Background: an optimization exercise with open tools, aiming at small area. Do not read the settings as production practice.
RTL that was checked went through simulation tests only; none was proved equivalent to the original.
Only the layout flow was run in runs 3 and 5; the RTL was not checked for function there.
Power and IR drop assume default switching activity.

==> flow/design.v <==
module dm_frame_reader (
    input  wire        clk,
    input  wire        rst,             
    input  wire        cmd_valid,
    output wire        cmd_ready,
    input  wire [31:0] cmd_timeout_ms,
    output wire        rx_req,
    input  wire        rx_valid,
    input  wire        rx_tmo,
    input  wire [7:0]  rx_data,
    input  wire        tick_ms,
    output wire        busy,
    output wire [2:0]  res_code,
    output wire        rd_valid,
    output wire [15:0] r0,
    output wire [15:0] r1,
    output wire [15:0] r2,
    output wire [15:0] r3,
    output wire [15:0] r4,
    output wire [15:0] r5,
    output wire [15:0] r6,
    output wire [15:0] r7,
    output wire [15:0] r8,
    output wire [15:0] r9,
    output wire [15:0] r10,
    output wire [15:0] r11
);
    localparam [2:0] RES_NONE        = 3'd0;
    localparam [2:0] RES_OK          = 3'd1;
    localparam [2:0] RES_TIMEOUT     = 3'd2;
    localparam [2:0] RES_UNSUPPORTED = 3'd3;
    localparam [2:0] RES_TRUNCATED   = 3'd4;
    localparam [2:0] RES_CSUM_BAD    = 3'd5;
    localparam [4:0] P_SEEK1 = 5'd30;
    localparam [4:0] P_SEEK2 = 5'd31;
    localparam [4:0] P_LENHI = 5'd0;
    localparam [4:0] P_LENLO = 5'd1;
    localparam [4:0] P_CKHI  = 5'd28;
    localparam [4:0] P_CKLO  = 5'd29;
    reg         act;         
    reg  [2:0]  result;
    reg  [4:0]  pos;
    reg  [12:0] csum;
    reg         flag;        
    reg         expd;        
    reg  [191:0] sr;         
    assign busy      = act;
    assign cmd_ready = ~act;
    assign rx_req    = act;
    assign res_code  = result;
    assign rd_valid  = (result == RES_OK);
    assign {r0, r1, r2, r3, r4, r5, r6, r7, r8, r9, r10, r11} = sr;
    wire        sym    = act & rx_valid;
    wire        byte_v = sym & ~rx_tmo;
    wire        seek   = pos[4] & pos[3] & pos[2] & pos[1];
    wire        seek2  = seek & pos[0];
    wire [31:0] rem     = sr[31:0];
    wire        rem_z   = (rem == 32'd0);
    wire        rem_inf = (rem == 32'hFFFF_FFFF);
    wire        tick    = act & seek & tick_ms;
    wire        deadline = expd | (tick & rem_z);
    wire        is_42  = (rx_data == 8'h42);
    wire        is_4d  = (rx_data == 8'h4D);
    wire        in_pay = ~seek & (pos >= 5'd2) & (pos <= 5'd25);
    wire        shift  = byte_v & in_pay;
    reg  [2:0]  result_n;
    reg  [4:0]  pos_n;
    reg         act_n;
    always @(*) begin
        act_n    = act;
        result_n = result;
        pos_n    = pos;
        if (!act) begin
            if (cmd_valid) begin
                act_n    = 1'b1;
                result_n = RES_NONE;
                pos_n    = P_SEEK1;
            end
        end else if (sym) begin
            if (seek) begin
                if (seek2 && !rx_tmo && is_4d)
                    pos_n = P_LENHI;
                else if (deadline) begin
                    act_n    = 1'b0;
                    result_n = RES_TIMEOUT;
                end else if (!rx_tmo && is_42)
                    pos_n = P_SEEK2;
                else if (!rx_tmo)
                    pos_n = P_SEEK1;
            end else if (rx_tmo) begin
                act_n    = 1'b0;
                result_n = RES_TRUNCATED;
            end else if (pos == P_LENLO && !(flag && rx_data == 8'd28)) begin
                act_n    = 1'b0;
                result_n = RES_UNSUPPORTED;
            end else if (pos == P_CKLO) begin
                act_n    = 1'b0;
                result_n = (flag && rx_data == csum[7:0]) ? RES_OK : RES_CSUM_BAD;
            end else
                pos_n = pos + 5'd1;
        end
    end
    always @(posedge clk) begin
        if (rst) begin
            act    <= 1'b0;
            result <= RES_NONE;
        end else begin
            act    <= act_n;
            result <= result_n;
        end
        pos <= pos_n;
    end
    always @(posedge clk) begin
        if (byte_v && !seek) begin
            if (pos == P_LENHI)
                flag <= (rx_data == 8'd0);
            else if (pos == P_CKHI)
                flag <= (rx_data == {3'd0, csum[12:8]});
        end
    end
    always @(posedge clk) begin
        if (byte_v && seek2 && is_4d)
            csum <= 13'h8F;
        else if (byte_v && !seek && pos < P_CKHI)
            csum <= csum + {5'd0, rx_data};
    end
    always @(posedge clk) begin
        if (!act)
            expd <= 1'b0;
        else if (tick && rem_z)
            expd <= 1'b1;
    end
    always @(posedge clk) begin
        if (!act && cmd_valid)
            sr[31:0] <= cmd_timeout_ms;
        else if (shift)
            sr[31:0] <= {sr[23:0], rx_data};
        else if (tick && !rem_inf)
            sr[31:0] <= rem - 32'd1;
    end
    always @(posedge clk) begin
        if (shift)
            sr[191:32] <= sr[183:24];
    end
endmodule
==> flow/flow/run.sh <==
#!/bin/bash
set -euo pipefail
bash standard.sh "BUFFER_PORTS_ARGS=-buffer_cell sky130_fd_sc_hd__buf_1" "CTS_ARGS=-sink_clustering_enable -repair_clock_nets -dont_use_dummy_load -sink_clustering_size 30 -sink_clustering_max_diameter 80" finish > flow_make.log 2>&1
==> flow/standard.sh <==
#!/bin/bash
# synth_recipe.tcl (not shown) runs the flow's synth.tcl, then flattens the netlist and writes it again
# the make line also repeats each setting of config.mk as NAME=value (left out here)
make -C /OpenROAD-flow-scripts/flow DESIGN_CONFIG=/design/flow/config.mk WORK_HOME=/design/flow/orfs CLKGATE_MAP_FILE= SYNTH_SCRIPT=/design/flow/synth_recipe.tcl "${@:-finish}"
==> flow/config.mk <==
export PLATFORM = sky130hd
export DESIGN_NAME = dm_frame_reader
export DESIGN_NICKNAME = dm_frame_reader
export VERILOG_FILES = /design/flow/design.v
export SDC_FILE = /design/flow/constraint.sdc
export NUM_CORES = 4
export LEC_CHECK = 0
export CAP_MARGIN = 20
export CORE_MARGIN = 2
export CORE_UTILIZATION = 40
export SLEW_MARGIN = 20
==> flow/constraint.sdc <==
create_clock -name core_clock -period 10.0 [get_ports {clk}]
set_input_delay 2.0000 -clock core_clock [delete_from_list [all_inputs] [get_ports {clk}]]
set_output_delay 2.0000 -clock core_clock [all_outputs]
set_load 0.01 [all_outputs]
==> flow_summary.yaml, run 1 <==
clock_tree:
  cts_tree: "done"
  cts-resized-gates: 0
  clk_path_buf_depth: 3
  clock_latency_ns: 0.47
  clk_pin_slew_ns: 0.10
  cts_setup_buffers: 0
  cts-root-buf: "clkbuf_16"
  cts_max_level: 1
  numCtsBuffers: 13
  cts.sinks: 216
  hold_buffers: 0
timing:
  skew_ns: 0.0490
  rsz0062_at_grt: "no"
  post-route-period-util_pct: 47.5
  max_slew.worst_pin.slew_ns: 1.03
  tns_ns: 0
  setup_viol: 0
  drv_slew: 0
  hold_violations: 0
  min_period_ns: 4.75
  slew_headroom_pct: 30.9
  clock.fmax_mhz: 211
finish:
  multiInputGateArea_sq_um: 2350
  final_nets: 935
  drive_gt1_share_pct: 3.56
  seq_area_sq_um: 6310
  stdcell_count: 1151
  n_antenna_cell: 0
  stdcell_area_sq_um: 10400
  final_core_util_pct: 47.7
  area_growth_pct: 17.5
  fill_cells: 1971
routing:
  drcViolationCount: 0
  drt_iter0_drc: 355
  wl_per_cell_um: 18.8
  vias_per_cell: 5.31
  ant_nets: 0
  wirelength_mm: 21.6
  dr.pass1.iters: 5
  num_vias: 6116
critical_path:
  worstSetupPathType: "in -> reg"
  crit_path_start_kind: "input port"
  crit_required_ns: 10.10
  crit_fanout: 95
  endpoint_kind: "flop"
  worstPathArrival_ns: 4.85
worst_hold_path:
  min_path_type: "reg -> reg"
floorplan:
  core_sq_um: 21700
  dieWidth_um: 152
  row_count: 54
  initial_utilization_pct: 40.6
  die-area_sq_um: 23200
  die_y_um: 152
  ios: 245
yosys:
  avgSynthCellArea_sq_um: 13.9
  synth_area_sq_um: 8810
  synth_area_leader_cell: "edfxtp_1"
  syn_nets: 697
  synth.yosys.seq_area_share_pct: 71.6
  syn_inst: 635
  synth_ff_type: "edfxtp_1"
  synth.most_common_cell: "edfxtp_1"
  synth_common_cells: "edfxtp_1 (198), nand2_1 (56), o21ai_0 (51), nor2_1 (47), xnor2_1 (28)"
  yosysWarnings: 1
  synth_top_area_share_pct: 67.5
  ys_async_sr_fraction_pct: 0
  ys_ff_latch: 216
  synth_edf_count: 198
  synth_cell_type_count: 59
  synth_area_leaders: "edfxtp_1 (67%), dfxtp_1 (4.1%), o21ai_0 (2.9%)"
power:
  leakagePower_nw: 3.25
  ir_worst_vdd_v: 0.000118
  pwr_density_cell_nw_per_um2: 177
global_routing:
  grt_max_degree: 96
  grt_pass1_vias: 5759
  grt_pass1_wl_mm: 34.0
  grtUsageTotal_pct: 18.1
  overflow: 0
  antenna_found_initial: 0
place:
  dp.cells: 1138
  dp_hpwl_mm: 15.4
  io_buffers: 244
  gp_congestion: 0.828
  place_area_sq_um: 10000
run:
  cap_violations: 0
run_status:
  status: "no timing/DRC/antenna violations"
cell type report:
| class | instances | area share, % |
|---|---|---|
| well taps | 280 | 3.38 |
| flip-flops and latches | 216 | 60.9 |
| clock buffers | 13 | 3.14 |
| inverters | 12 | 0.483 |
| repair buffers | 251 | 9.35 |
| multi-input cells | 379 | 22.7 |
metal layers:
layer  GRT usage, %  part of all wire, %  up-vias
met5              0                    0        -
met4           3.70                  1.8        0
met3           4.12                   10       29
met2           28.5                   45      310
met1           26.0                   43     2899
li1               -                    -     2878
through the flow:
stage	setup WS, ns	total power, W	hold WS (ns)
after CTS	5.30	0.00185	0.436
final	5.25	0.00183	0.431
after floorplan	4.54	0.00127	0.436
after detailed placement	4.77	0.00135	0.432
after global routing	5.04	0.00193	0.438
after global placement	4.84	0.00135	0.428
logic make-up after synthesis:
| logic type | after synthesis | synth area share, % |
|---|---|---|
| adders and majority gates | 16 | 2.36 |
| AOI/OAI and AO/OA | 121 | 8.24 |
| buffers and inverters | 40 | 1.80 |
| and+or+nand+nor | 200 | 11.8 |
| xor gates and xnor gates | 40 | 3.98 |
| DFF | 216 | 71.6 |
| muxes | 2 | 0.241 |
path summary, 6_finish.rpt:
check	start	endpoint	slack, ns	cells past startpoint
min	sr[127]$_DFFE_PP_	sr[135]$_DFFE_PP_	0.43	0
min reg2reg	sr[127]$_DFFE_PP_	sr[135]$_DFFE_PP_	0.43	0
max	rx_tmo	sr[92]$_DFFE_PP_	5.25	6
max reg2reg	pos[2]$_SDFFCE_PN1P_	sr[92]$_DFFE_PP_	6.22	6
sequential cells by signal (all words and copies together) (netlist names):
name	count
flag	1
pos	5
act	1
sr	192
expd	1
result	3
csum	13
critical path: stages:
cell and delay (ns):
buf_1 0.19, or3_1 0.67, or2_1 0.32, buf_4 0.24
inv_6 0.61, buf_4 0.70
cell usage in the layout (no fill, tap or decap), types with 15 or more instances in the layout:
master      n
a21oi_1    21
buf_1     244
dfxtp_1    18
edfxtp_1  198
ha_1       15
nand2_1    56
nand4_1    18
nor2_1     47
o21ai_0    51
xnor2_1    28
where the power goes:
part	internal [W]	switching (W)
Combinational	0.000103	0.000150
Clock	0.000233	0.000267
Sequential	0.00103	0.0000528
==> inputs of run 2 (changes only) <==
==> flow/flow/run.sh (replaced) <==
#!/bin/bash
set -euo pipefail
bash standard.sh "BUFFER_PORTS_ARGS=-buffer_cell sky130_fd_sc_hd__buf_1" "CTS_ARGS=-sink_clustering_enable -repair_clock_nets -dont_use_dummy_load -buf_list sky130_fd_sc_hd__clkbuf_8 -sink_clustering_size 20 -sink_clustering_max_diameter 60" finish > flow_make.log 2>&1
--- a/flow/config.mk
+++ b/flow/config.mk
@@ -9,3 +9,3 @@
 export CORE_MARGIN = 2
-export CORE_UTILIZATION = 40
+export CORE_UTILIZATION = 65
 export SLEW_MARGIN = 20
==> run 2 against run 1 <==
Compared with the run above: still clean; combinational power about the same; design area decreased by 2.3%; maximum frequency is 0.21% lower; hold slack better by 0.0092 ns; synthesized cell count unchanged; routed wire length shrank 5.8%; die area fell by 38%; sequential power is essentially flat; largest power group unchanged.
==> flow_summary.yaml, run 2 <==
clock_tree:
  cts_max_level: 1
  cts.sinks: 216
  numCtsBuffers: 16
  clk_pin_slew_ns: 0.11
  clk_path_buf_depth: 3
  cts_setup_buffers: 0
  clock_latency_ns: 0.48
  cts-resized-gates: 0
  cts-root-buf: "clkbuf_8"
  hold_buffers: 0
  cts_tree: "done"
floorplan:
  core_sq_um: 13200
  initial_utilization_pct: 66.5
  die_y_um: 120
  row_count: 42
  die-area_sq_um: 14500
  dieWidth_um: 120
  ios: 245
finish:
  final_nets: 937
  reg.largest.list: "sr x192, csum x13, pos x5"
  layout_commonest_cell: "buf_1"
  largest_register_ffs: 192
  n_antenna_cell: 0
  final_cell_mix: "buf_1 (244), edfxtp_1 (198), nand2_1 (56)"
  regMostFlops: "sr"
  drive_gt1_share_pct: 3.67
  area_growth_pct: 14.8
yosys:
  synth_common_cells: "edfxtp_1 (198), nand2_1 (56), o21ai_0 (51), nor2_1 (47), xnor2_1 (28)"
  ys_async_sr_fraction_pct: 0
  synth_ff_type: "edfxtp_1"
  synth_area_leader_cell: "edfxtp_1"
  synth.most_common_cell: "edfxtp_1"
  syn_inst: 635
  synth_edf_count: 198
  ys_ff_latch: 216
  yosysWarnings: 1
  avgSynthCellArea_sq_um: 13.9
  syn_nets: 697
  synth_area_sq_um: 8810
  synth_area_leaders: "edfxtp_1 (67%), dfxtp_1 (4.1%), o21ai_0 (2.9%)"
  synth.yosys.seq_area_share_pct: 71.6
  synth_cell_type_count: 59
  synth_top_area_share_pct: 67.5
place:
  io_buffers: 244
  gp_congestion: 0.904
  dp_hpwl_mm: 14.8
  dp_slack_ns: 4.33
power:
  sw_frac_of_total_pct: 25.9
  pwr-share-comb_pct: 14.6
  leakagePower_nw: 3.20
  p_switching_w: 0.000445
  ir_worst_vdd_v: 0.000106
  pwr_density_cell_nw_per_um2: 170
  internal-power_w: 0.00128
  power_frac_seq_pct: 62.7
  p_clk_share_pct: 22.6
routing:
  wl_per_cell_um: 19.4
  vias_per_cell: 5.98
  wirelength_mm: 20.4
  drt_iter0_drc: 585
  ant_nets: 0
  drcViolationCount: 0
  num_vias: 6274
  dr.pass1.iters: 5
timing:
  rsz0062_at_grt: "no"
  post-route-period-util_pct: 47.6
  min_period_ns: 4.76
  slew_headroom_pct: 29.4
  clock.fmax_mhz: 210
  drv_slew: 0
  max_slew.worst_pin.slew_ns: 1.06
  skew_ns: 0.0443
  setup_viol: 0
  tns_ns: 0
  hold_violations: 0
  setup_ws_ns: 5.24
critical_path:
  crit_end: "sr[120]$_DFFE_PP_"
  regToRegEndpoint: "sr[120]$_DFFE_PP_"
  cp-startpoint: "rx_tmo"
  crit_required_ns: 10.10
  worstSetupPathType: "in -> reg"
  crit_fanout: 127
  r2r_slack_ns: 6.22
  timing.rr.start: "pos[2]$_SDFFCE_PN1P_"
  crit_path_start_kind: "input port"
  reg2reg_depth: 5
  endpoint_kind: "flop"
  worstPathArrival_ns: 4.85
run:
  cap_violations: 0
worst_hold_path:
  min_path_type: "reg -> reg"
run_status:
  status: "no timing/DRC/antenna violations"
global_routing:
  overflow: 0
  antenna_found_initial: 0
  grt_pass1_wl_mm: 30.7
  grtUsageTotal_pct: 27.1
  grt_pass1_vias: 5796
  grt_max_degree: 128
[run 2: power by group through the flow]
stage | clock network [W] | logic [W] | registers (W)
detailed placement | 0 | 0.000247 | 0.00110
finish | 0.000390 | 0.000252 | 0.00108
global placement | 0 | 0.000239 | 0.00110
floorplan | 0 | 0.000176 | 0.00109
global route | 0.000429 | 0.000282 | 0.00109
CTS | 0.000397 | 0.000250 | 0.00108
[run 2: metrics by stage]
step	power [W]	utilization (%)	hold WS [ns]	cells	cell area (sq um)
after floorplan	0.00127	-	0.436	635	8810
after global placement	0.00133	74.6	0.430	1032	9880
after detailed placement	0.00135	74.6	0.431	1032	9880
after CTS	0.00173	76.3	0.442	1048	10100
after global routing	0.00180	76.4	0.445	1049	10100
final	0.00172	76.4	0.441	1049	10100
[run 2: cell type report]
cell class | count | area [sq um]
Sequential cell | 216 | 6310
Inverter | 12 | 50.0
Fill cell | 879 | 3130
Tap cell | 176 | 220
Multi-Input combinational cell | 379 | 2350
Timing Repair Buffer | 250 | 968
Clock buffer | 16 | 220
[run 2: how the worst min path moves through the flow]
stage | startpoint | to | slack (ns) | cells after the start
3_3_place_gp | sr[137]$_DFFE_PP_ | sr[145]$_DFFE_PP_ | 0.43 | 0
6_report | sr[41]$_DFFE_PP_ | sr[49]$_DFFE_PP_ | 0.44 | 0
5_1_grt | sr[41]$_DFFE_PP_ | sr[49]$_DFFE_PP_ | 0.45 | 0
4_1_cts | sr[41]$_DFFE_PP_ | sr[49]$_DFFE_PP_ | 0.44 | 0
2_1_floorplan | csum[5]$_SDFFE_PP0P_ | csum[5]$_SDFFE_PP0P_ | 0.44 | 2
3_5_place_dp | sr[41]$_DFFE_PP_ | sr[49]$_DFFE_PP_ | 0.43 | 0
[run 2: cell families (layout without fill, tap and decap cells)]
group	after synthesis	count (layout)	synth area share (%)
adder cells (fa/ha/maj)	16	16	2.36
AND/OR/NAND/NOR	200	200	11.8
multiplexers	2	2	0.241
AO/OA/AOI/OAI	121	121	8.24
flip-flops	216	216	71.6
XOR/XNOR	40	40	3.98
buffers and inverters	40	278	1.80
[run 2: metal layers]
layer	track usage (%)	share of wire [%]
met1	37.8	39
met2	43.8	48
met3	4.95	9.5
met4	9.16	3.3
met5	0	0
[run 2: worst max-delay path, stage by stage]
cell and delay (ns):
buf_1 0.19, or3_1 0.64, or2_1 0.43, inv_6 0.75
buf_4 0.75
==> inputs of run 3 (changes only) <==
--- a/flow/design.v
+++ b/flow/design.v
@@ -33,14 +33,14 @@
     localparam [2:0] RES_CSUM_BAD    = 3'd5;
-    localparam [4:0] P_SEEK1 = 5'd30;
-    localparam [4:0] P_SEEK2 = 5'd31;
-    localparam [4:0] P_LENHI = 5'd0;
-    localparam [4:0] P_LENLO = 5'd1;
-    localparam [4:0] P_CKHI  = 5'd28;
-    localparam [4:0] P_CKLO  = 5'd29;
-    reg         act;         
-    reg  [2:0]  result;
-    reg  [4:0]  pos;
-    reg  [12:0] csum;
-    reg         flag;        
-    reg         expd;        
+    localparam [4:0] P_SEEK1 = 5'd4;
+    localparam [4:0] P_SEEK2 = 5'd5;
+    localparam [4:0] P_LENHI = 5'd6;
+    localparam [4:0] P_LENLO = 5'd7;
+    localparam [4:0] P_CKHI  = 5'd2;
+    localparam [4:0] P_CKLO  = 5'd3;
+    reg          act;        
+    reg  [2:0]   result;
+    reg  [4:0]   pos;
+    reg  [12:0]  csum;       
+    reg          flag;       
+    reg          expd;       
     reg  [191:0] sr;         
@@ -52,15 +52,17 @@
     assign {r0, r1, r2, r3, r4, r5, r6, r7, r8, r9, r10, r11} = sr;
+    wire        start  = ~act & cmd_valid;
     wire        sym    = act & rx_valid;
     wire        byte_v = sym & ~rx_tmo;
-    wire        seek   = pos[4] & pos[3] & pos[2] & pos[1];
+    wire        seek   = (pos[4:1] == 4'b0010);
     wire        seek2  = seek & pos[0];
-    wire [31:0] rem     = sr[31:0];
-    wire        rem_z   = (rem == 32'd0);
-    wire        rem_inf = (rem == 32'hFFFF_FFFF);
-    wire        tick    = act & seek & tick_ms;
-    wire        deadline = expd | (tick & rem_z);
+    wire        shift  = byte_v & (pos[4] | pos[3]);
+    wire        summed = ~(pos[4:3] == 2'b00 & (pos[2] ^ pos[1]));
     wire        is_42  = (rx_data == 8'h42);
     wire        is_4d  = (rx_data == 8'h4D);
-    wire        in_pay = ~seek & (pos >= 5'd2) & (pos <= 5'd25);
-    wire        shift  = byte_v & in_pay;
+    wire [31:0] rem     = sr[31:0];
+    wire        rem_inf = &rem;
+    wire        tick    = act & seek & tick_ms;
+    wire [32:0] bz;                      
+    assign bz[0] = 1'b1;
+    wire        deadline = expd | (tick & bz[32]);
     reg  [2:0]  result_n;
@@ -113,3 +115,3 @@
     always @(posedge clk) begin
-        if (byte_v && !seek) begin
+        if (byte_v) begin
             if (pos == P_LENHI)
@@ -120,2 +122,13 @@
     end
+    wire [13:0] cs_c;
+    wire [12:0] cs_s;
+    assign cs_c[0] = 1'b0;
+    genvar k;
+    generate
+        for (k = 0; k < 13; k = k + 1) begin : g_cs
+            wire b = (k < 8) ? rx_data[k % 8] : 1'b0;
+            assign cs_s[k]   = csum[k] ^ b ^ cs_c[k];
+            assign cs_c[k+1] = (csum[k] & b) | (csum[k] & cs_c[k]) | (b & cs_c[k]);
+        end
+    endgenerate
     always @(posedge clk) begin
@@ -123,4 +136,4 @@
             csum <= 13'h8F;
-        else if (byte_v && !seek && pos < P_CKHI)
-            csum <= csum + {5'd0, rx_data};
+        else if (byte_v && summed)
+            csum <= cs_s;
     end
@@ -129,13 +142,17 @@
             expd <= 1'b0;
-        else if (tick && rem_z)
+        else if (tick && bz[32])
             expd <= 1'b1;
     end
-    always @(posedge clk) begin
-        if (!act && cmd_valid)
-            sr[31:0] <= cmd_timeout_ms;
-        else if (shift)
-            sr[31:0] <= {sr[23:0], rx_data};
-        else if (tick && !rem_inf)
-            sr[31:0] <= rem - 32'd1;
-    end
+    genvar g;
+    generate
+        for (g = 0; g < 32; g = g + 1) begin : g_rem
+            assign bz[g+1] = bz[g] & ~rem[g];
+            wire prev = (g < 8) ? rx_data[g % 8] : sr[(g < 8) ? 0 : g - 8];
+            wire en   = start | shift | (tick & ~rem_inf & bz[g]);
+            wire d    = start ? cmd_timeout_ms[g] : shift ? prev : ~rem[g];
+            always @(posedge clk)
+                if (en)
+                    sr[g] <= d;
+        end
+    endgenerate
     always @(posedge clk) begin
==> flow/flow/run.sh (replaced) <==
#!/bin/bash
set -euo pipefail
bash standard.sh "BUFFER_PORTS_ARGS=-buffer_cell sky130_fd_sc_hd__buf_1" "CTS_ARGS=-sink_clustering_enable -repair_clock_nets -dont_use_dummy_load -buf_list sky130_fd_sc_hd__clkbuf_4 -sink_clustering_size 10 -sink_clustering_max_diameter 40" finish > flow_make.log 2>&1
==> run 3 against run 2 <==
Compared with the run above: final cell count decreased by 9.4%; clock power about the same; routed wire length decreased by 12%; sequential share of layout area increased by 3.2 points; sequential cell count unchanged; synthesized area decreased by 3.8%.
==> flow_summary.yaml, run 3 <==
power:
  pwr-share-comb_pct: 11.1
  p_clk_share_pct: 23.3
  internal-power_w: 0.00124
  p_switching_w: 0.000420
  sw_frac_of_total_pct: 25.2
  ir_worst_vdd_v: 0.000110
  pwr_density_cell_nw_per_um2: 173
  leakagePower_nw: 3.11
  power_frac_seq_pct: 65.5
finish:
  stdcell_area_sq_um: 9620
  n_antenna_cell: 0
  regMostFlops: "sr"
  final_nets: 849
  drive_gt1_share_pct: 7.20
  area_growth_pct: 13.5
  largest_register_ffs: 192
  final_cell_mix: "buf_1 (244), edfxtp_1 (198), a21oi_1 (43)"
  layout_commonest_cell: "buf_1"
  reg.largest.list: "sr x192, csum x13, pos x5"
  fill_cells: 832
critical_path:
  path_cells: "buf_1, ha_1, inv_1, fa_1, inv_1, fa_1, fa_1, fa_1, fa_1, fa_1, fa_1, ha_1, ha_1, ha_1, ha_1, nand2_1, xor2_1, nor2_1"
  critPathMaxStageDelay_ns: 0.40
  path_buf_inv: 3
  cpMostUsedCell: "fa_1"
  worstPathArrival_ns: 5.97
  crit_slowest_cell: "fa_1"
  crit_fanout: 6
  crit_required_ns: 10.46
  crit_family: "adder cells"
  crit_path_start_kind: "input port"
  worstSetupPathType: "in -> reg"
  endpoint_kind: "flop"
yosys:
  synth_ff_type: "edfxtp_1"
  synth.most_common_cell: "edfxtp_1"
  synth_top_area_share_pct: 70.1
  syn_nets: 613
  synth_area_sq_um: 8480
  avgSynthCellArea_sq_um: 15.6
  syn_inst: 544
  synth_edf_count: 198
  synth_common_cells: "edfxtp_1 (198), a21oi_1 (44), nand2_1 (43), o22ai_1 (32), buf_4 (25)"
  ys_async_sr_fraction_pct: 0
  ys_ff_latch: 216
  synth_cell_type_count: 54
  synth_area_leader_cell: "edfxtp_1"
  synth_area_leaders: "edfxtp_1 (70%), dfxtp_1 (4.3%), a21oi_1 (2.6%)"
  yosysWarnings: 1
  synth.yosys.seq_area_share_pct: 74.4
global_routing:
  grt_max_degree: 100
  grt_pass1_vias: 5233
  grt_pass1_wl_mm: 27.9
  antenna_found_initial: 0
  busiest_layer: "met2"
  overflow: 0
  grt_use_met3_pct: 5.94
  grtUsageTotal_pct: 25.3
  grtUsageMet2_pct: 41.4
  grt_util_met1_pct: 33.8
place:
  gp_congestion: 0.909
  dp_hpwl_mm: 13.0
  io_buffers: 244
  place_area_sq_um: 9390
floorplan:
  ios: 245
  row_count: 41
  die-area_sq_um: 14000
  die_y_um: 118
  core_sq_um: 12700
  initial_utilization_pct: 66.9
  dieWidth_um: 118
run_status:
  status: "no timing/DRC/antenna violations"
worst_hold_path:
  min_path_type: "reg -> reg"
timing:
  rsz0062_at_grt: "no"
  drv_slew: 0
  setup_viol: 0
  min_period_ns: 5.51
  tns_ns: 0
  post-route-period-util_pct: 55.1
  hold_violations: 0
  max_slew.worst_pin.slew_ns: 0.835
  skew_ns: 0.0427
  slew_headroom_pct: 44.3
  clock.fmax_mhz: 182
clock_tree:
  clock_latency_ns: 0.62
  cts-root-buf: "clkbuf_4"
  cts.sinks: 216
  hold_buffers: 0
  cts_max_level: 1
  cts-resized-gates: 0
  clk_pin_slew_ns: 0.09
  cts_tree: "done"
  numCtsBuffers: 29
  cts_setup_buffers: 0
  clk_path_buf_depth: 3
routing:
  wirelength_mm: 17.9
  ant_nets: 0
  vias_per_cell: 5.85
  dr.pass1.iters: 5
  drcViolationCount: 0
  wl_per_cell_um: 18.9
  drt_iter0_drc: 548
  num_vias: 5562
run:
  cap_violations: 0
## run 3: cell count changes after synthesis, sizes merged, moves of 6 or more
cell,before,now
o21ai,61,14
nor2,48,14
o22ai,1,32
xnor2,28,2
a21oi,21,44
buf,5,27
nand2,56,43
clkbuf,23,16
fa,1,7
nand4,18,12
o31ai,4,10
xor2,12,6
## run 3: layer usage
layer  part of all wire (%)  vias to the layer above  wire length (um)
li1                       -                     2550                 -
met1                     39                     2677              7030
met2                     50                      291              8910
met3                    8.2                       44              1480
met4                    2.9                        0               527
met5                      0                        -                 0
## run 3: worst paths after layout
check                       startpoint               endpoint  slack (ns)  depth (start not counted)
hold reg to reg       sr[36]$_DFFE_PP_       sr[44]$_DFFE_PP_        0.42                          0
hold / removal        sr[36]$_DFFE_PP_       sr[44]$_DFFE_PP_        0.42                          0
setup / recovery            rx_data[0]  csum[12]$_SDFFE_PP0P_        4.49                         18
setup reg to reg  csum[0]$_SDFFE_PP1P_  csum[12]$_SDFFE_PP0P_        5.75                         17
## run 3: logic make-up (layout without fill, tap and decap cells)
kind of cell,Yosys count,in the layout,synth area share [%]
fa+ha+maj,23,23,4.01
buf+inv,53,287,3.56
flops,216,216,74.4
simple gates,129,129,8.63
xor+xnor,8,8,0.827
mux,2,2,0.266
compound gates,113,113,8.31
## run 3: final cells by class
| cell class | instances | area [sq um] | area share (%) |
|---|---|---|---|
| inverters | 10 | 42.5 | 0.442 |
| clock buffers | 29 | 218 | 2.26 |
| well taps | 172 | 215 | 2.24 |
| flip-flops and latches | 216 | 6310 | 65.6 |
| repair buffers | 248 | 950 | 9.87 |
| multi-input cells | 275 | 1890 | 19.6 |
## run 3: power by group through the flow
| stage | Clock [W] | Sequential (W) | Combinational, W |
|---|---|---|---|
| final | 0.000388 | 0.00109 | 0.000186 |
| after CTS | 0.000403 | 0.00109 | 0.000187 |
| after global routing | 0.000440 | 0.00110 | 0.000213 |
| after detailed placement | 0 | 0.00111 | 0.000186 |
| after floorplan | 0 | 0.00110 | 0.000132 |
| after global placement | 0 | 0.00111 | 0.000176 |
## run 3: stage by stage
| stage | util (%) | hold slack, ns | std cells | power (W) | setup slack, ns |
|---|---|---|---|---|---|
| 6_report | 75.9 | 0.420 | 950 | 0.00167 | 4.49 |
| 5_1_grt | 75.9 | 0.414 | 950 | 0.00175 | 4.32 |
| 4_1_cts | 75.9 | 0.406 | 950 | 0.00168 | 4.49 |
| 3_5_place_dp | 74.1 | 0.431 | 921 | 0.00130 | 3.85 |
| 3_3_place_gp | 74.1 | 0.430 | 921 | 0.00128 | 3.99 |
| 2_1_floorplan | - | 0.445 | 544 | 0.00124 | 2.98 |
==> inputs of run 4 (changes only) <==
--- a/flow/design.v
+++ b/flow/design.v
@@ -122,13 +122,2 @@
     end
-    wire [13:0] cs_c;
-    wire [12:0] cs_s;
-    assign cs_c[0] = 1'b0;
-    genvar k;
-    generate
-        for (k = 0; k < 13; k = k + 1) begin : g_cs
-            wire b = (k < 8) ? rx_data[k % 8] : 1'b0;
-            assign cs_s[k]   = csum[k] ^ b ^ cs_c[k];
-            assign cs_c[k+1] = (csum[k] & b) | (csum[k] & cs_c[k]) | (b & cs_c[k]);
-        end
-    endgenerate
     always @(posedge clk) begin
@@ -136,4 +125,4 @@
             csum <= 13'h8F;
-        else if (byte_v && summed)
-            csum <= cs_s;
+        else if (byte_v && summed && !seek)
+            csum <= csum + {5'd0, rx_data};
     end
==> run 4 against run 3 <==
Compared with the run above: still clean; sequential power hardly changed; utilization rose by 0.16 points; routed wire length is 3.5% higher; via count up 2.7%; die area down 0.66%; clock skew increased by 0.012 ns; final cell count increased by 1.9%; design area shrank 0.20%; global-route usage grew 1.1 points; synthesized area down 0.68%; critical endpoint is now sr[86]$_DFFE_PP_; largest cell class unchanged; largest power group unchanged.
==> flow_summary.yaml, run 4 <==
finish:
  n_antenna_cell: 0
  seq_area_sq_um: 6310
  drive_gt1_share_pct: 6.16
  final_core_util_pct: 76.1
  final_cell_mix: "buf_1 (244), edfxtp_1 (198), a21oi_1 (46)"
  layout_commonest_cell: "buf_1"
  multiInputGateArea_sq_um: 1850
  regMostFlops: "sr"
  area_growth_pct: 14.0
  reg.largest.list: "sr x192, csum x13, pos x5"
  fill_cells: 879
  final_nets: 857
  stdcell_count: 968
  largest_register_ffs: 192
power:
  leakagePower_nw: 3.08
  power_w: 0.00172
  pwr_density_cell_nw_per_um2: 179
  ir_worst_vdd_v: 0.000108
timing:
  setup_viol: 0
  skew_ns: 0.0547
  min_period_ns: 3.99
  tns_ns: 0
  slew_headroom_pct: 45.2
  drv_slew: 0
  clock.fmax_mhz: 251
  hold_violations: 0
  rsz0062_at_grt: "no"
  max_slew.worst_pin.slew_ns: 0.822
  post-route-period-util_pct: 39.9
global_routing:
  overflow: 0
  grtUsageTotal_pct: 26.4
  grt_pass1_vias: 5353
  grt_max_degree: 94
  grt_pass1_wl_mm: 29.1
  antenna_found_initial: 0
yosys:
  synth_area_leaders: "edfxtp_1 (71%), dfxtp_1 (4.3%), a21oi_1 (2.7%)"
  avgSynthCellArea_sq_um: 15.1
  syn_inst: 558
  ys_async_sr_fraction_pct: 0
  synth_area_leader_cell: "edfxtp_1"
  yosysWarnings: 1
  syn_nets: 617
  synth.yosys.seq_area_share_pct: 74.9
  synth_top_area_share_pct: 70.6
  synth_common_cells: "edfxtp_1 (198), a21oi_1 (46), nand2_1 (36), o22ai_1 (32), buf_4 (25)"
  synth.most_common_cell: "edfxtp_1"
  synth_cell_type_count: 48
  synth_ff_type: "edfxtp_1"
  synth_area_sq_um: 8420
  synth_edf_count: 198
  ys_ff_latch: 216
routing:
  drcViolationCount: 0
  vias_per_cell: 5.90
  wl_per_cell_um: 19.2
  dr.pass1.iters: 7
  num_vias: 5710
  ant_nets: 0
  wirelength_mm: 18.6
  drt_iter0_drc: 596
critical_path:
  endpoint_kind: "flop"
  crit_family: "buffers and inverters"
  regToRegEndpoint: "sr[86]$_DFFE_PP_"
  crit_slowest_cell: "buf_4"
  critPathMaxStageDelay_ns: 0.76
  crit_path_start_kind: "input port"
  reg2reg_depth: 6
  worstPathArrival_ns: 4.22
  timing.rr.start: "act$_SDFF_PP0_"
  crit_fanout: 93
  r2r_slack_ns: 6.81
  path_cells: "buf_1, nand2_1, nor2_1, o21ai_2, buf_4, inv_6, buf_4"
  path_buf_inv: 4
  worstSetupPathType: "in -> reg"
  cpMostUsedCell: "buf_4"
  crit_required_ns: 10.24
worst_hold_path:
  min_to: "sr[56]$_DFFE_PP_"
  hold_depth: 0
  min_path_type: "reg -> reg"
  holdCritStartpoint: "sr[48]$_DFFE_PP_"
place:
  gp_congestion: 0.877
  dp.cells: 937
  dp_hpwl_mm: 13.3
  io_buffers: 244
clock_tree:
  cts_max_level: 1
  cts.sinks: 216
  cts-resized-gates: 0
  cts_tree: "done"
  hold_buffers: 0
  clock_latency_ns: 0.63
  clk_pin_slew_ns: 0.10
  cts-root-buf: "clkbuf_4"
  cts_setup_buffers: 0
  numCtsBuffers: 29
  clk_path_buf_depth: 3
run_status:
  status: "no timing/DRC/antenna violations"
floorplan:
  die_y_um: 118
  die-area_sq_um: 13900
  ios: 245
  core_sq_um: 12600
  initial_utilization_pct: 66.7
  dieWidth_um: 118
  row_count: 41
run:
  cap_violations: 0
[run 4: cell types whose count changed after synthesis, sizes merged, moves of 3 or more]
cell / before / now
a31oi: 0 / 4
mux2i: 0 / 4
nor3b: 5 / 2
xor2: 6 / 11
or4: 8 / 3
ha: 16 / 12
o21ai: 14 / 26
fa: 7 / 1
a21oi: 44 / 47
nand2: 43 / 37
a21o: 0 / 3
nand3: 7 / 13
[run 4: metal layers]
layer  vias to the layer above  wire length (um)  track usage (%)
met2                       302              9220             44.1
met3                        36              1520             4.80
li1                       2627                 -                -
met4                         0               523             8.89
met5                         -                 0                0
met1                      2745              7300             35.4
[run 4: where the power goes]
part / switching, W / internal, W
registers: 0.0000491 / 0.00104
clock network: 0.000258 / 0.000133
logic: 0.000145 / 0.0000987
total: 0.000452 / 0.00127
[run 4: kinds of logic after synthesis]
kind of cell / Yosys count / synth area share [%]
adder cells (fa/ha/maj): 13 / 2.02
AO/OA/AOI/OAI: 131 / 9.42
buffers and inverters: 49 / 3.31
XOR/XNOR: 15 / 1.56
multiplexers: 4 / 0.476
AND/OR/NAND/NOR: 130 / 8.31
flip-flops: 216 / 74.9
[run 4: worst reg2reg max path, cell delays in order (launching register included)]
cell     delay [ns]
dfxtp_1        0.58
nand2_1        0.23
nor2_1         0.24
o21ai_2        0.07
buf_4          0.25
inv_6          0.59
buf_4          0.80
[run 4: per-stage QoR]
step	worst slack (ns)	cell area [sq um]	hold slack, ns
CTS	5.73	9560	0.397
detailed placement	5.10	9340	0.434
global route	5.82	9600	0.417
global placement	5.30	9340	0.428
finish	6.01	9600	0.418
floorplan	2.91	8420	0.436
[run 4: how the worst max path moves through the flow]
| stage | startpoint | endpoint | cells past startpoint |
|---|---|---|---|
| 2_1_floorplan | rx_tmo | sr[25]$_DFFE_PP_ | 7 |
| 3_3_place_gp | rx_tmo | sr[24]$_DFFE_PP_ | 7 |
| 3_5_place_dp | rx_tmo | sr[14]$_DFFE_PP_ | 7 |
| 4_1_cts | rx_tmo | sr[14]$_DFFE_PP_ | 7 |
| 5_1_grt | rx_valid | sr[110]$_DFFE_PP_ | 7 |
| 6_report | rx_valid | sr[86]$_DFFE_PP_ | 7 |
[run 4: layout make-up]
type | count | share of cell area [%]
clock buffer | 29 | 2.27
sequential | 216 | 65.7
timing repair buffer | 249 | 10.1
tap | 172 | 2.24
inverter | 9 | 0.404
multi-input combinational | 293 | 19.3
==> inputs of run 5 (changes only) <==
--- a/flow/design.v
+++ b/flow/design.v
@@ -43,4 +43,5 @@
     reg  [12:0]  csum;       
-    reg          flag;       
-    reg          expd;       
+    reg          aux;        
+    wire         expd = aux;
+    wire         flag = aux;
     reg  [191:0] sr;         
@@ -115,8 +116,10 @@
     always @(posedge clk) begin
-        if (byte_v) begin
-            if (pos == P_LENHI)
-                flag <= (rx_data == 8'd0);
-            else if (pos == P_CKHI)
-                flag <= (rx_data == {3'd0, csum[12:8]});
-        end
+        if (!act)
+            aux <= 1'b0;
+        else if (tick && bz[32])
+            aux <= 1'b1;
+        else if (byte_v && pos == P_LENHI)
+            aux <= (rx_data == 8'd0);
+        else if (byte_v && pos == P_CKHI)
+            aux <= (rx_data == {3'd0, csum[12:8]});
     end
@@ -127,8 +130,2 @@
             csum <= csum + {5'd0, rx_data};
-    end
-    always @(posedge clk) begin
-        if (!act)
-            expd <= 1'b0;
-        else if (tick && bz[32])
-            expd <= 1'b1;
     end
==> run 5 against run 4 <==
Compared with the run above: setup slack worse by 0.21 ns; critical path depth unchanged; highest routed layer unchanged; first-iteration DRC count up 6.4%; still clean; via count up 1.9%; maximum frequency down 5.1%; critical path type unchanged.
==> flow_summary.yaml, run 5 <==
routing:
  drcViolationCount: 0
  dr.pass1.iters: 5
  wl_per_cell_um: 19.2
  drt_iter0_drc: 634
  ant_nets: 0
  num_vias: 5819
  vias_per_cell: 5.97
  wirelength_mm: 18.7
timing:
  holdWs_ns: 0.394
  post-route-period-util_pct: 42.0
  drv_slew: 0
  max_slew.worst_pin.slew_ns: 1.03
  hold_violations: 0
  slew_headroom_pct: 31.3
  skew_ns: 0.0655
  clock.fmax_mhz: 238
  min_period_ns: 4.20
  tns_ns: 0
  rsz0062_at_grt: "no"
  setup_viol: 0
finish:
  reg.largest.list: "sr x192, csum x13, pos x5"
  largest_register_ffs: 192
  fill_cells: 841
  final_nets: 864
  multiInputGateArea_sq_um: 1940
  area_growth_pct: 13.7
  seq_area_sq_um: 6280
  layout_commonest_cell: "buf_1"
  n_antenna_cell: 0
  final_core_util_pct: 76.3
  drive_gt1_share_pct: 6.60
  stdcell_area_sq_um: 9670
  regMostFlops: "sr"
  final_cell_mix: "buf_1 (244), edfxtp_1 (197), a21oi_1 (47)"
global_routing:
  antenna_found_initial: 0
  grt_pass1_wl_mm: 29.2
  grt_max_degree: 88
  overflow: 0
  grt_util_met1_pct: 37.1
  grt_use_met3_pct: 6.18
  grtUsageMet2_pct: 42.3
  grt_pass1_vias: 5418
  grtUsageTotal_pct: 26.4
  busiest_layer: "met2"
run:
  cap_violations: 0
critical_path:
  crit_fanout: 87
  crit_end: "sr[161]$_DFFE_PP_"
  timing.rr.start: "act$_SDFF_PP0_"
  regToRegEndpoint: "sr[161]$_DFFE_PP_"
  reg2reg_depth: 6
  endpoint_kind: "flop"
  worstPathArrival_ns: 4.43
  crit_required_ns: 10.23
  worstSetupPathType: "in -> reg"
  cp-startpoint: "rx_valid"
  crit_path_start_kind: "input port"
  r2r_slack_ns: 6.58
worst_hold_path:
  min_path_type: "reg -> reg"
clock_tree:
  cts_tree: "done"
  clock_latency_ns: 0.63
  cts.sinks: 215
  cts-resized-gates: 0
  cts_max_level: 1
  hold_buffers: 0
  clk_path_buf_depth: 3
  cts-root-buf: "clkbuf_4"
  clk_pin_slew_ns: 0.10
  numCtsBuffers: 30
  cts_setup_buffers: 0
place:
  io_buffers: 244
  dp_hpwl_mm: 13.4
  gp_congestion: 0.849
  place_area_sq_um: 9410
yosys:
  synth_area_leaders: "edfxtp_1 (70%), dfxtp_1 (4.2%), a21oi_1 (2.8%)"
  synth_area_leader_cell: "edfxtp_1"
  synth_cell_type_count: 59
  synth_ff_type: "edfxtp_1"
  synth_top_area_share_pct: 69.6
  synth_common_cells: "edfxtp_1 (197), a21oi_1 (47), nand2_1 (35), o22ai_1 (32), buf_4 (25)"
  synth_edf_count: 197
  ys_ff_latch: 215
  syn_nets: 626
  ys_async_sr_fraction_pct: 0
  synth.most_common_cell: "edfxtp_1"
  syn_inst: 567
  yosysWarnings: 1
  synth_area_sq_um: 8500
  synth.yosys.seq_area_share_pct: 73.8
  avgSynthCellArea_sq_um: 15.0
power:
  ir_worst_vdd_v: 0.000186
  leakagePower_nw: 3.06
  power_w: 0.00172
  pwr_density_cell_nw_per_um2: 178
floorplan:
  ios: 245
  die_y_um: 118
  row_count: 41
  initial_utilization_pct: 67.1
  core_sq_um: 12700
  dieWidth_um: 118
  die-area_sq_um: 14000
run_status:
  status: "no timing/DRC/antenna violations"
-- run 5: changes by cell type after synthesis, sizes merged, moves of 4 or more --
cell,change
xnor2,+4
nand3,-6
buf,+6
xor2,-6
or3,+5
nor2,+5
clkbuf,-5
-- run 5: cell families after synthesis --
logic type / synth area share (%)
AOI/OAI and AO/OA: 10.3
xor gates and xnor gates: 1.34
muxes: 0.236
and+or+nand+nor: 8.76
DFF: 73.8
buffers and inverters: 3.55
adders and majority gates: 2.00
-- run 5: worst max-delay path: stages --
cell,delay [ns]
buf_1,0.15
nand2_1,0.18
nor2_1,0.27
o21ai_2,0.08
buf_4,0.26
inv_6,0.51
buf_4,0.89
-- run 5: how the worst min path moves through the flow --
stage,start,cells after the start,slack [ns],endpoint
after CTS,sr[37]$_DFFE_PP_,0,0.40,sr[45]$_DFFE_PP_
after global placement,sr[179]$_DFFE_PP_,0,0.43,sr[187]$_DFFE_PP_
after global routing,sr[37]$_DFFE_PP_,0,0.41,sr[45]$_DFFE_PP_
after detailed placement,sr[166]$_DFFE_PP_,0,0.43,sr[174]$_DFFE_PP_
final,sr[37]$_DFFE_PP_,0,0.39,sr[45]$_DFFE_PP_
after floorplan,csum[5]$_SDFFE_PP0P_,2,0.44,csum[5]$_SDFFE_PP0P_
-- run 5: metal layers --
| layer | vias up | share of wire (%) |
|---|---|---|
| li1 | 2669 | - |
| met1 | 2796 | 40 |
| met2 | 329 | 49 |
| met3 | 25 | 9.4 |
| met4 | 0 | 1.8 |
| met5 | - | 0 |
-- run 5: cell type report --
type | instances | area share (%)
flip-flops and latches | 215 | 64.9
multi-input cells | 298 | 20.0
repair buffers | 247 | 9.92
clock buffers | 30 | 2.33
well taps | 172 | 2.23
inverters | 13 | 0.557
-- run 5: through the flow --
stage	cells	worst slack [ns]
after floorplan	567	2.93
after global placement	944	5.32
after detailed placement	944	5.05
after CTS	974	5.72
after global routing	975	5.63
final	975	5.80
-- run 5: power breakdown --
group | total, W | internal [W] | switching [W]
combinational | 0.000247 | 0.0000996 | 0.000148
clock | 0.000392 | 0.000137 | 0.000255
sequential | 0.00108 | 0.00103 | 0.0000501
==> inputs of run 6 (changes only) <==
--- a/flow/design.v
+++ b/flow/design.v
@@ -43,5 +43,4 @@
     reg  [12:0]  csum;       
-    reg          aux;        
-    wire         expd = aux;
-    wire         flag = aux;
+    reg          flag;       
+    reg          expd;       
     reg  [191:0] sr;         
@@ -116,10 +115,8 @@
     always @(posedge clk) begin
-        if (!act)
-            aux <= 1'b0;
-        else if (tick && bz[32])
-            aux <= 1'b1;
-        else if (byte_v && pos == P_LENHI)
-            aux <= (rx_data == 8'd0);
-        else if (byte_v && pos == P_CKHI)
-            aux <= (rx_data == {3'd0, csum[12:8]});
+        if (byte_v) begin
+            if (pos == P_LENHI)
+                flag <= (rx_data == 8'd0);
+            else if (pos == P_CKHI)
+                flag <= (rx_data == {3'd0, csum[12:8]});
+        end
     end
@@ -130,2 +127,8 @@
             csum <= csum + {5'd0, rx_data};
+    end
+    always @(posedge clk) begin
+        if (!act)
+            expd <= 1'b0;
+        else if (tick && bz[32])
+            expd <= 1'b1;
     end
==> flow/flow/run.sh (replaced) <==
#!/bin/bash
set -euo pipefail
bash standard.sh "BUFFER_PORTS_ARGS=-buffer_cell sky130_fd_sc_hd__buf_1" "CTS_ARGS=-sink_clustering_enable -repair_clock_nets -dont_use_dummy_load -buf_list sky130_fd_sc_hd__clkbuf_8 -sink_clustering_size 20 -sink_clustering_max_diameter 60" finish > flow_make.log 2>&1
==> run 6 against run 5 <==
Compared with the run above: sequential power about the same; setup slack improved by 0.13 ns; final cell count shrank 2.2%; sequential cell count grew 1; highest routed layer unchanged; still clean on timing, DRC and antenna; design area down 0.80%; via count decreased by 3.0%.
==> flow_summary.yaml, run 6 <==
run_status:
  status: "no timing/DRC/antenna violations"
global_routing:
  busiest_layer: "met2"
  overflow: 0
  grt_util_met1_pct: 34.9
  grt_max_degree: 94
  grt_pass1_wl_mm: 28.6
  grt_use_met3_pct: 4.70
  grtUsageMet2_pct: 44.8
  grtUsageTotal_pct: 25.9
  antenna_found_initial: 0
  grt_pass1_vias: 5252
clock_tree:
  hold_buffers: 0
  cts_setup_buffers: 0
  cts_tree: "done"
  cts_max_level: 1
  clock_latency_ns: 0.49
  clk_path_buf_depth: 3
  cts-resized-gates: 0
  cts-root-buf: "clkbuf_8"
  clk_pin_slew_ns: 0.10
  numCtsBuffers: 15
  cts.sinks: 216
yosys:
  synth_top_area_share_pct: 70.6
  ys_async_sr_fraction_pct: 0
  yosysWarnings: 1
  synth_area_leader_cell: "edfxtp_1"
  synth_common_cells: "edfxtp_1 (198), a21oi_1 (46), nand2_1 (36), o22ai_1 (32), buf_4 (25)"
  avgSynthCellArea_sq_um: 15.1
  synth_ff_type: "edfxtp_1"
  synth_cell_type_count: 48
  synth.most_common_cell: "edfxtp_1"
  synth_area_leaders: "edfxtp_1 (71%), dfxtp_1 (4.3%), a21oi_1 (2.7%)"
  syn_inst: 558
  synth_edf_count: 198
  ys_ff_latch: 216
  synth.yosys.seq_area_share_pct: 74.9
  synth_area_sq_um: 8420
  syn_nets: 617
floorplan:
  ios: 245
  core_sq_um: 12600
  die-area_sq_um: 13900
  initial_utilization_pct: 66.7
  dieWidth_um: 118
  row_count: 41
  die_y_um: 118
critical_path:
  regToRegEndpoint: "sr[180]$_DFFE_PP_"
  worstSetupPathType: "in -> reg"
  reg2reg_depth: 6
  endpoint_kind: "flop"
  crit_fanout: 93
  crit_required_ns: 10.12
  timing.rr.start: "act$_SDFF_PP0_"
  worstPathArrival_ns: 4.19
  crit_path_start_kind: "input port"
  r2r_slack_ns: 6.86
finish:
  fill_cells: 866
  n_antenna_cell: 0
  reg.largest.list: "sr x192, csum x13, pos x5"
  layout_commonest_cell: "buf_1"
  drive_gt1_share_pct: 4.48
  multiInputGateArea_sq_um: 1850
  stdcell_area_sq_um: 9590
  largest_register_ffs: 192
  final_cell_mix: "buf_1 (244), edfxtp_1 (198), a21oi_1 (46)"
  seq_area_sq_um: 6310
  regMostFlops: "sr"
  final_nets: 843
  area_growth_pct: 13.9
timing:
  skew_ns: 0.0391
  tns_ns: 0
  post-route-period-util_pct: 40.8
  clock.fmax_mhz: 245
  rsz0062_at_grt: "no"
  holdWs_ns: 0.453
  setup_viol: 0
  slew_headroom_pct: 45.5
  max_slew.worst_pin.slew_ns: 0.817
  min_period_ns: 4.08
  hold_violations: 0
  drv_slew: 0
place:
  gp_congestion: 0.877
  dp_hpwl_mm: 13.3
  io_buffers: 244
  place_area_sq_um: 9340
run:
  cap_violations: 0
routing:
  ant_nets: 0
  wirelength_mm: 18.4
  drt_iter0_drc: 521
  wl_per_cell_um: 19.3
  dr.pass1.iters: 4
  vias_per_cell: 5.92
  num_vias: 5647
  drcViolationCount: 0
power:
  leakagePower_nw: 3.06
  ir_worst_vdd_v: 0.000120
  pwr_density_cell_nw_per_um2: 178
  power_w: 0.00171
worst_hold_path:
  hold_depth: 0
  min_path_type: "reg -> reg"
  min_to: "sr[80]$_DFFE_PP_"
  holdCritStartpoint: "sr[72]$_DFFE_PP_"
run 6: changes by cell type after synthesis, moves of 3 or more:
| cell | previous run | this run |
|---|---|---|
| clkbuf_1 | 9 | 14 |
| xor2_1 | 5 | 11 |
| buf_1 | 3 | 0 |
| xnor2_1 | 8 | 4 |
| nor4_1 | 3 | 10 |
| inv_1 | 12 | 9 |
| nor2_1 | 21 | 16 |
| o21a_1 | 5 | 2 |
| nand3_1 | 7 | 13 |
| buf_2 | 4 | 1 |
| or3_1 | 10 | 5 |
run 6: metrics by stage:
stage / cells / setup slack (ns) / util (%)
final: 954 / 5.92 / 76.0
after global routing: 954 / 5.68 / 76.0
after CTS: 952 / 5.61 / 75.7
after detailed placement: 937 / 5.10 / 74.0
after global placement: 937 / 5.30 / 74.0
after floorplan: 558 / 2.91 / -
run 6: worst max-delay path, cell delays in order:
cell and delay [ns]:
buf_1 0.08, nand2_1 0.13, nor2_1 0.23, o21ai_2 0.07, buf_4 0.25, inv_6 0.58
buf_4 0.78
run 6: final cells by class:
class	count	share of cell area [%]
timing repair buffer	249	10.2
tap	172	2.24
clock buffer	15	2.15
inverter	9	0.405
sequential	216	65.8
multi-input combinational	293	19.3
run 6: cell families (layout without fill, tap and decap cells):
kind of cell / after synthesis / count (layout) / synth area share (%)
XOR/XNOR: 15 / 15 / 1.56
AND/OR/NAND/NOR: 130 / 130 / 8.31
multiplexers: 4 / 4 / 0.476
flip-flops: 216 / 216 / 74.9
buffers and inverters: 49 / 273 / 3.31
adder cells (fa/ha/maj): 13 / 13 / 2.02
AO/OA/AOI/OAI: 131 / 131 / 9.42
run 6: how the worst max path moves through the flow:
| stage | startpoint | to | slack (ns) | cells past startpoint |
|---|---|---|---|---|
| final | rx_valid | sr[180]$_DFFE_PP_ | 5.92 | 7 |
| after CTS | rx_tmo | sr[14]$_DFFE_PP_ | 5.61 | 7 |
| after global placement | rx_tmo | sr[24]$_DFFE_PP_ | 5.30 | 7 |
| after detailed placement | rx_tmo | sr[14]$_DFFE_PP_ | 5.10 | 7 |
| after global routing | rx_valid | sr[186]$_DFFE_PP_ | 5.68 | 7 |
| after floorplan | rx_tmo | sr[25]$_DFFE_PP_ | 2.91 | 7 |
run 6: power breakdown:
group / total (W) / internal (W) / leakage, nW / switching, W
sequential: 0.00109 / 0.00104 / 1.96 / 0.0000494
clock: 0.000380 / 0.000136 / 0.108 / 0.000244
combinational: 0.000244 / 0.0000987 / 0.993 / 0.000145
total: 0.00171 / 0.00127 / 3.06 / 0.000439
run 6: per-layer routing:
| metal | vias to the layer above | wire length, um | share of wire [%] |
|---|---|---|---|
| li1 | 2589 | - | - |
| met1 | 2747 | 7300 | 40 |
| met2 | 285 | 9330 | 51 |
| met3 | 26 | 1490 | 8.1 |
| met4 | 0 | 282 | 1.5 |
| met5 | - | 0 | 0 |
==> inputs of run 7 (changes only) <==
==> flow/flow/run.sh (replaced) <==
#!/bin/bash
set -euo pipefail
bash standard.sh "BUFFER_PORTS_ARGS=-buffer_cell sky130_fd_sc_hd__buf_1" "CTS_ARGS=-sink_clustering_enable -repair_clock_nets -dont_use_dummy_load -buf_list sky130_fd_sc_hd__clkbuf_4 -sink_clustering_size 12 -sink_clustering_max_diameter 40" finish > flow_make.log 2>&1
--- a/flow/config.mk
+++ b/flow/config.mk
@@ -9,3 +9,3 @@
 export CORE_MARGIN = 2
-export CORE_UTILIZATION = 65
+export CORE_UTILIZATION = 70
 export SLEW_MARGIN = 20
==> run 7 against run 6 <==
Compared with the run above: still clean on timing, DRC and antenna; non-clock buffer count down 1; sequential share of layout area grew 0.24 points; setup slack gained 0.027 ns; die area shrank 6.9%; critical path type unchanged.
==> flow_summary.yaml, run 7 <==
finish:
  stdcell_count: 941
  fill_cells: 718
  regMostFlops: "sr"
  final_cell_mix: "buf_1 (244), edfxtp_1 (198), a21oi_1 (46)"
  area_growth_pct: 13.5
  n_antenna_cell: 0
  final_nets: 855
  largest_register_ffs: 192
  reg.largest.list: "sr x192, csum x13, pos x5"
  layout_commonest_cell: "buf_1"
  drive_gt1_share_pct: 5.92
routing:
  wl_per_cell_um: 19.4
  ant_nets: 0
  vias_per_cell: 6.14
  wirelength_mm: 18.2
  num_vias: 5780
  drt_iter0_drc: 684
  drcViolationCount: 0
  dr.pass1.iters: 7
timing:
  hold_violations: 0
  max_slew.worst_pin.slew_ns: 0.973
  min_period_ns: 4.05
  setup_ws_ns: 5.95
  drv_slew: 0
  skew_ns: 0.0495
  slew_headroom_pct: 35.1
  setup_viol: 0
  clock.fmax_mhz: 247
  rsz0062_at_grt: "no"
  tns_ns: 0
  post-route-period-util_pct: 40.5
global_routing:
  grt_pass1_vias: 5236
  antenna_found_initial: 0
  overflow: 0
  grt_max_degree: 82
  grtUsageTotal_pct: 27.2
  grt_pass1_wl_mm: 27.5
run:
  cap_violations: 0
worst_hold_path:
  holdCritStartpoint: "sr[70]$_DFFE_PP_"
  min_to: "sr[78]$_DFFE_PP_"
  min_path_type: "reg -> reg"
  hold_depth: 0
floorplan:
  dieWidth_um: 114
  die-area_sq_um: 12900
  die_y_um: 114
  initial_utilization_pct: 71.0
  core_sq_um: 11900
  row_count: 40
  ios: 245
place:
  dp_hpwl_mm: 13.0
  dp_slack_ns: 5.13
  io_buffers: 244
  gp_congestion: 0.924
  dp.cells: 912
yosys:
  synth_ff_type: "edfxtp_1"
  syn_nets: 617
  synth_area_leaders: "edfxtp_1 (71%), dfxtp_1 (4.3%), a21oi_1 (2.7%)"
  avgSynthCellArea_sq_um: 15.1
  synth.yosys.seq_area_share_pct: 74.9
  synth_area_leader_cell: "edfxtp_1"
  ys_ff_latch: 216
  synth_area_sq_um: 8420
  synth_edf_count: 198
  synth.most_common_cell: "edfxtp_1"
  synth_cell_type_count: 48
  synth_common_cells: "edfxtp_1 (198), a21oi_1 (46), nand2_1 (36), o22ai_1 (32), buf_4 (25)"
  syn_inst: 558
  synth_top_area_share_pct: 70.6
  yosysWarnings: 1
  ys_async_sr_fraction_pct: 0
power:
  leakagePower_nw: 3.07
  ir_worst_vdd_v: 0.000142
  pwr_density_cell_nw_per_um2: 179
clock_tree:
  numCtsBuffers: 28
  clk_path_buf_depth: 3
  hold_buffers: 0
  clock_latency_ns: 0.65
  cts-resized-gates: 0
  cts_setup_buffers: 0
  cts_tree: "done"
  clk_pin_slew_ns: 0.12
  cts.sinks: 216
  cts-root-buf: "clkbuf_4"
  cts_max_level: 1
critical_path:
  regToRegEndpoint: "sr[40]$_DFFE_PP_"
  reg2reg_depth: 6
  endpoint_kind: "flop"
  crit_fanout: 81
  worstSetupPathType: "in -> reg"
  crit_required_ns: 10.25
  timing.rr.start: "act$_SDFF_PP0_"
  worstPathArrival_ns: 4.30
  crit_path_start_kind: "input port"
  r2r_slack_ns: 6.82
run_status:
  status: "no timing/DRC/antenna violations"
-- run 7: cell count changes in the layout (fill, tap and decap cells not counted) --
| cell | change |
|---|---|
| clkbuf_8 | -15 |
| buf_8 | -1 |
| buf_12 | -1 |
| clkbuf_4 | +28 |
| buf_16 | +1 |
-- run 7: kinds of logic (layout without fill, tap and decap cells) --
group / after synthesis / after routing / share of synthesized area (%)
buffers and inverters: 49 / 285 / 3.31
multiplexers: 4 / 4 / 0.476
adder cells (fa/ha/maj): 13 / 13 / 2.02
XOR/XNOR: 15 / 15 / 1.56
AND/OR/NAND/NOR: 130 / 130 / 8.31
AO/OA/AOI/OAI: 131 / 131 / 9.42
flip-flops: 216 / 216 / 74.9
-- run 7: power by group --
part	switching (W)	total (W)	internal, W	leakage (nW)
Clock	0.000259	0.000388	0.000128	0.129
Sequential	0.0000490	0.00109	0.00104	1.96
Combinational	0.000143	0.000241	0.0000978	0.988
-- run 7: cell type report --
cell class,count,area (sq um),area share (%)
inverters,9,38.8,0.406
clock buffers,28,210,2.20
repair buffers,248,966,10.1
multi-input cells,293,1850,19.3
well taps,147,184,1.93
flip-flops and latches,216,6310,66.0
-- run 7: worst max path at each step --
| stage | startpoint | endpoint |
|---|---|---|
| after floorplan | rx_tmo | sr[25]$_DFFE_PP_ |
| after global placement | rx_tmo | sr[24]$_DFFE_PP_ |
| after detailed placement | rx_tmo | sr[10]$_DFFE_PP_ |
| after CTS | rx_tmo | sr[7]$_DFFE_PP_ |
| after global routing | rx_valid | sr[121]$_DFFE_PP_ |
| final | rx_valid | sr[40]$_DFFE_PP_ |
-- run 7: routing by layer --
| metal | share of wire (%) | wire length [um] | global-route usage [%] | vias to the layer above |
|---|---|---|---|---|
| met3 | 10 | 1900 | 6.00 | 32 |
| li1 | - | - | - | 2618 |
| met2 | 50 | 9190 | 44.4 | 369 |
| met5 | 0 | 0 | 0 | - |
| met4 | 1.7 | 312 | 8.05 | 0 |
| met1 | 37 | 6820 | 37.7 | 2761 |
-- run 7: stage by stage --
stage / cell area (sq um) / util (%) / hold slack, ns / power [W]
6_report: 9550 / 80.5 / 0.398 / 0.00171
3_3_place_gp: 9310 / 78.5 / 0.427 / 0.00133
4_1_cts: 9520 / 80.3 / 0.404 / 0.00172
3_5_place_dp: 9310 / 78.5 / 0.431 / 0.00134
2_1_floorplan: 8420 / - / 0.436 / 0.00128
5_1_grt: 9550 / 80.5 / 0.408 / 0.00179
-- run 7: worst max-delay path, cell delays in order --
cell,delay (ns)
buf_1,0.08
nand2_1,0.14
nor2_1,0.26
o21ai_2,0.09
buf_4,0.25
inv_6,0.55
buf_4,0.86
==> inputs of run 8 (changes only) <==
==> flow/flow/run.sh (replaced) <==
#!/bin/bash
set -euo pipefail
bash standard.sh "BUFFER_PORTS_ARGS=-buffer_cell sky130_fd_sc_hd__buf_1" "CTS_ARGS=-sink_clustering_enable -repair_clock_nets -dont_use_dummy_load -buf_list sky130_fd_sc_hd__clkbuf_16 -sink_clustering_size 30 -sink_clustering_max_diameter 50" finish > flow_make.log 2>&1
--- a/flow/config.mk
+++ b/flow/config.mk
@@ -9,3 +9,3 @@
 export CORE_MARGIN = 2
-export CORE_UTILIZATION = 70
+export CORE_UTILIZATION = 65
 export SLEW_MARGIN = 20
==> run 8 against run 7 <==
Compared with the run above: via count is 1.3% lower; synthesized area unchanged; combinational power about the same; power grew 11%; largest cell class unchanged; largest power group unchanged; highest routed layer unchanged.
==> flow_summary.yaml, run 8 <==
floorplan:
  ios: 245
  die_y_um: 118
  dieWidth_um: 118
  row_count: 41
  core_sq_um: 12600
  die-area_sq_um: 13900
  initial_utilization_pct: 66.7
routing:
  ant_nets: 0
  wl_per_cell_um: 19.7
  drt_iter0_drc: 555
  drcViolationCount: 0
  dr.pass1.iters: 6
  wirelength_mm: 18.8
  num_vias: 5702
  vias_per_cell: 5.97
critical_path:
  cpMostUsedCell: "buf_4"
  critPathMaxStageDelay_ns: 0.78
  endpoint_kind: "flop"
  path_cells: "buf_1, nand2_1, nor2_1, o21ai_2, buf_4, inv_6, buf_4"
  crit_required_ns: 10.06
  worstSetupPathType: "in -> reg"
  reg2reg_depth: 6
  crit_slowest_cell: "buf_4"
  worstPathArrival_ns: 4.22
  crit_path_start_kind: "input port"
  crit_fanout: 93
  timing.rr.start: "act$_SDFF_PP0_"
  regToRegEndpoint: "sr[78]$_DFFE_PP_"
  crit_family: "buffers and inverters"
  path_buf_inv: 4
  r2r_slack_ns: 6.83
clock_tree:
  cts_max_level: 1
  clk_path_buf_depth: 3
  cts_setup_buffers: 0
  clock_latency_ns: 0.47
  clk_pin_slew_ns: 0.08
  cts.sinks: 216
  cts_tree: "done"
  cts-root-buf: "clkbuf_16"
  hold_buffers: 0
  cts-resized-gates: 0
  numCtsBuffers: 17
place:
  gp_congestion: 0.877
  io_buffers: 244
  place_area_sq_um: 9340
  dp_hpwl_mm: 13.3
  dp.cells: 937
power:
  pwr_density_cell_nw_per_um2: 194
  ir_worst_vdd_v: 0.000168
  leakagePower_nw: 3.16
  power_w: 0.00190
run_status:
  status: "no timing/DRC/antenna violations"
yosys:
  syn_nets: 617
  synth_area_leader_cell: "edfxtp_1"
  synth_area_sq_um: 8420
  synthMuxAreaShare_pct: 0.476
  synth_ff_type: "edfxtp_1"
  synth_top_family_by_area: "compound AO/OA/AOI/OAI gates"
  synth_xor_xnor_area_share_pct: 1.56
  syn_inst: 558
  yosys.area_share.adder_pct: 2.02
  synth_edf_count: 198
  avgSynthCellArea_sq_um: 15.1
  synth_top_area_share_pct: 70.6
  yosysWarnings: 1
  synth.yosys.seq_area_share_pct: 74.9
  ys_async_sr_fraction_pct: 0
  synth_cell_type_count: 48
  ys_ff_latch: 216
  yosys.area_share.simple_pct: 8.31
  synth_area_leaders: "edfxtp_1 (71%), dfxtp_1 (4.3%), a21oi_1 (2.7%)"
  synth.most_common_cell: "edfxtp_1"
  synth_common_cells: "edfxtp_1 (198), a21oi_1 (46), nand2_1 (36), o22ai_1 (32), buf_4 (25)"
  synth_compound_area_share_pct: 9.42
timing:
  skew_ns: 0.0301
  slew_headroom_pct: 45.0
  setup_viol: 0
  hold_violations: 0
  drv_slew: 0
  clock.fmax_mhz: 241
  tns_ns: 0
  min_period_ns: 4.16
  post-route-period-util_pct: 41.6
  max_slew.worst_pin.slew_ns: 0.824
  holdWs_ns: 0.425
  rsz0062_at_grt: "no"
finish:
  reg.largest.list: "sr x192, csum x13, pos x5"
  layout_commonest_cell: "buf_1"
  drive_gt1_share_pct: 4.60
  n_antenna_cell: 0
  area_growth_pct: 16.4
  final_nets: 844
  stdcell_area_sq_um: 9800
  stdcell_count: 955
  final_cell_mix: "buf_1 (244), edfxtp_1 (198), a21oi_1 (46)"
  regMostFlops: "sr"
  largest_register_ffs: 192
global_routing:
  grt_pass1_vias: 5298
  grt_pass1_wl_mm: 29.1
  grt_util_met1_pct: 35.9
  grtUsageMet2_pct: 44.7
  antenna_found_initial: 0
  grt_max_degree: 94
  grtUsageTotal_pct: 26.5
  busiest_layer: "met2"
  grt_use_met3_pct: 5.09
  overflow: 0
worst_hold_path:
  holdCritStartpoint: "sr[48]$_DFFE_PP_"
  hold_depth: 0
  min_to: "sr[56]$_DFFE_PP_"
  min_path_type: "reg -> reg"
run:
  cap_violations: 0
-- run 8: cell counts after synthesis --
No cell type changed its count.
-- run 8: how the worst max path moves through the flow --
stage	from	end	slack, ns	cells after the start
after floorplan	rx_tmo	sr[25]$_DFFE_PP_	2.91	7
after global placement	rx_tmo	sr[24]$_DFFE_PP_	5.30	7
after detailed placement	rx_tmo	sr[14]$_DFFE_PP_	5.10	7
after CTS	rx_tmo	sr[14]$_DFFE_PP_	5.56	7
after global routing	rx_valid	sr[86]$_DFFE_PP_	5.60	7
final	rx_valid	sr[78]$_DFFE_PP_	5.84	7
-- run 8: per-stage QoR --
step	worst slack, ns	utilization [%]
6_report	5.84	77.7
5_1_grt	5.60	77.7
4_1_cts	5.56	77.4
3_5_place_dp	5.10	74.0
3_3_place_gp	5.30	74.0
2_1_floorplan	2.91	-
-- run 8: worst register-to-register path: stages (launching register included) --
cell and delay (ns):
dfxtp_1 0.55, nand2_1 0.22, nor2_1 0.24, o21ai_2 0.07, buf_4 0.25, inv_6 0.62, buf_4 0.79
-- run 8: logic make-up after synthesis --
kind of cell,count (synthesis)
AO/OA/AOI/OAI,131
XOR/XNOR,15
adder cells (fa/ha/maj),13
buffers and inverters,49
flip-flops,216
multiplexers,4
AND/OR/NAND/NOR,130
-- run 8: power by group --
| part | internal, W | switching [W] |
|---|---|---|
| logic | 0.0000984 | 0.000146 |
| registers | 0.00104 | 0.0000493 |
| clock network | 0.000301 | 0.000268 |
-- run 8: metal layers --
| metal | vias to the layer above | wire (um) |
|---|---|---|
| li1 | 2593 | - |
| met1 | 2759 | 7340 |
| met2 | 313 | 9410 |
| met3 | 37 | 1620 |
| met4 | 0 | 434 |
| met5 | - | 0 |
-- run 8: area by class of cell --
type / count / area [sq um]
Sequential cell: 216 / 6310
Timing Repair Buffer: 248 / 966
Tap cell: 172 / 215
Clock buffer: 17 / 425
Fill cell: 834 / 2820
Inverter: 9 / 38.8
Multi-Input combinational cell: 293 / 1850

Setup slack of run 8, layout unchanged: 5.842 ns with ideal ports, 5.858 ns with driving cells assumed (clock clkbuf_16, inputs buf_2), 5.360 ns with port delays also shifted by the 0.498 ns mid clock arrival.
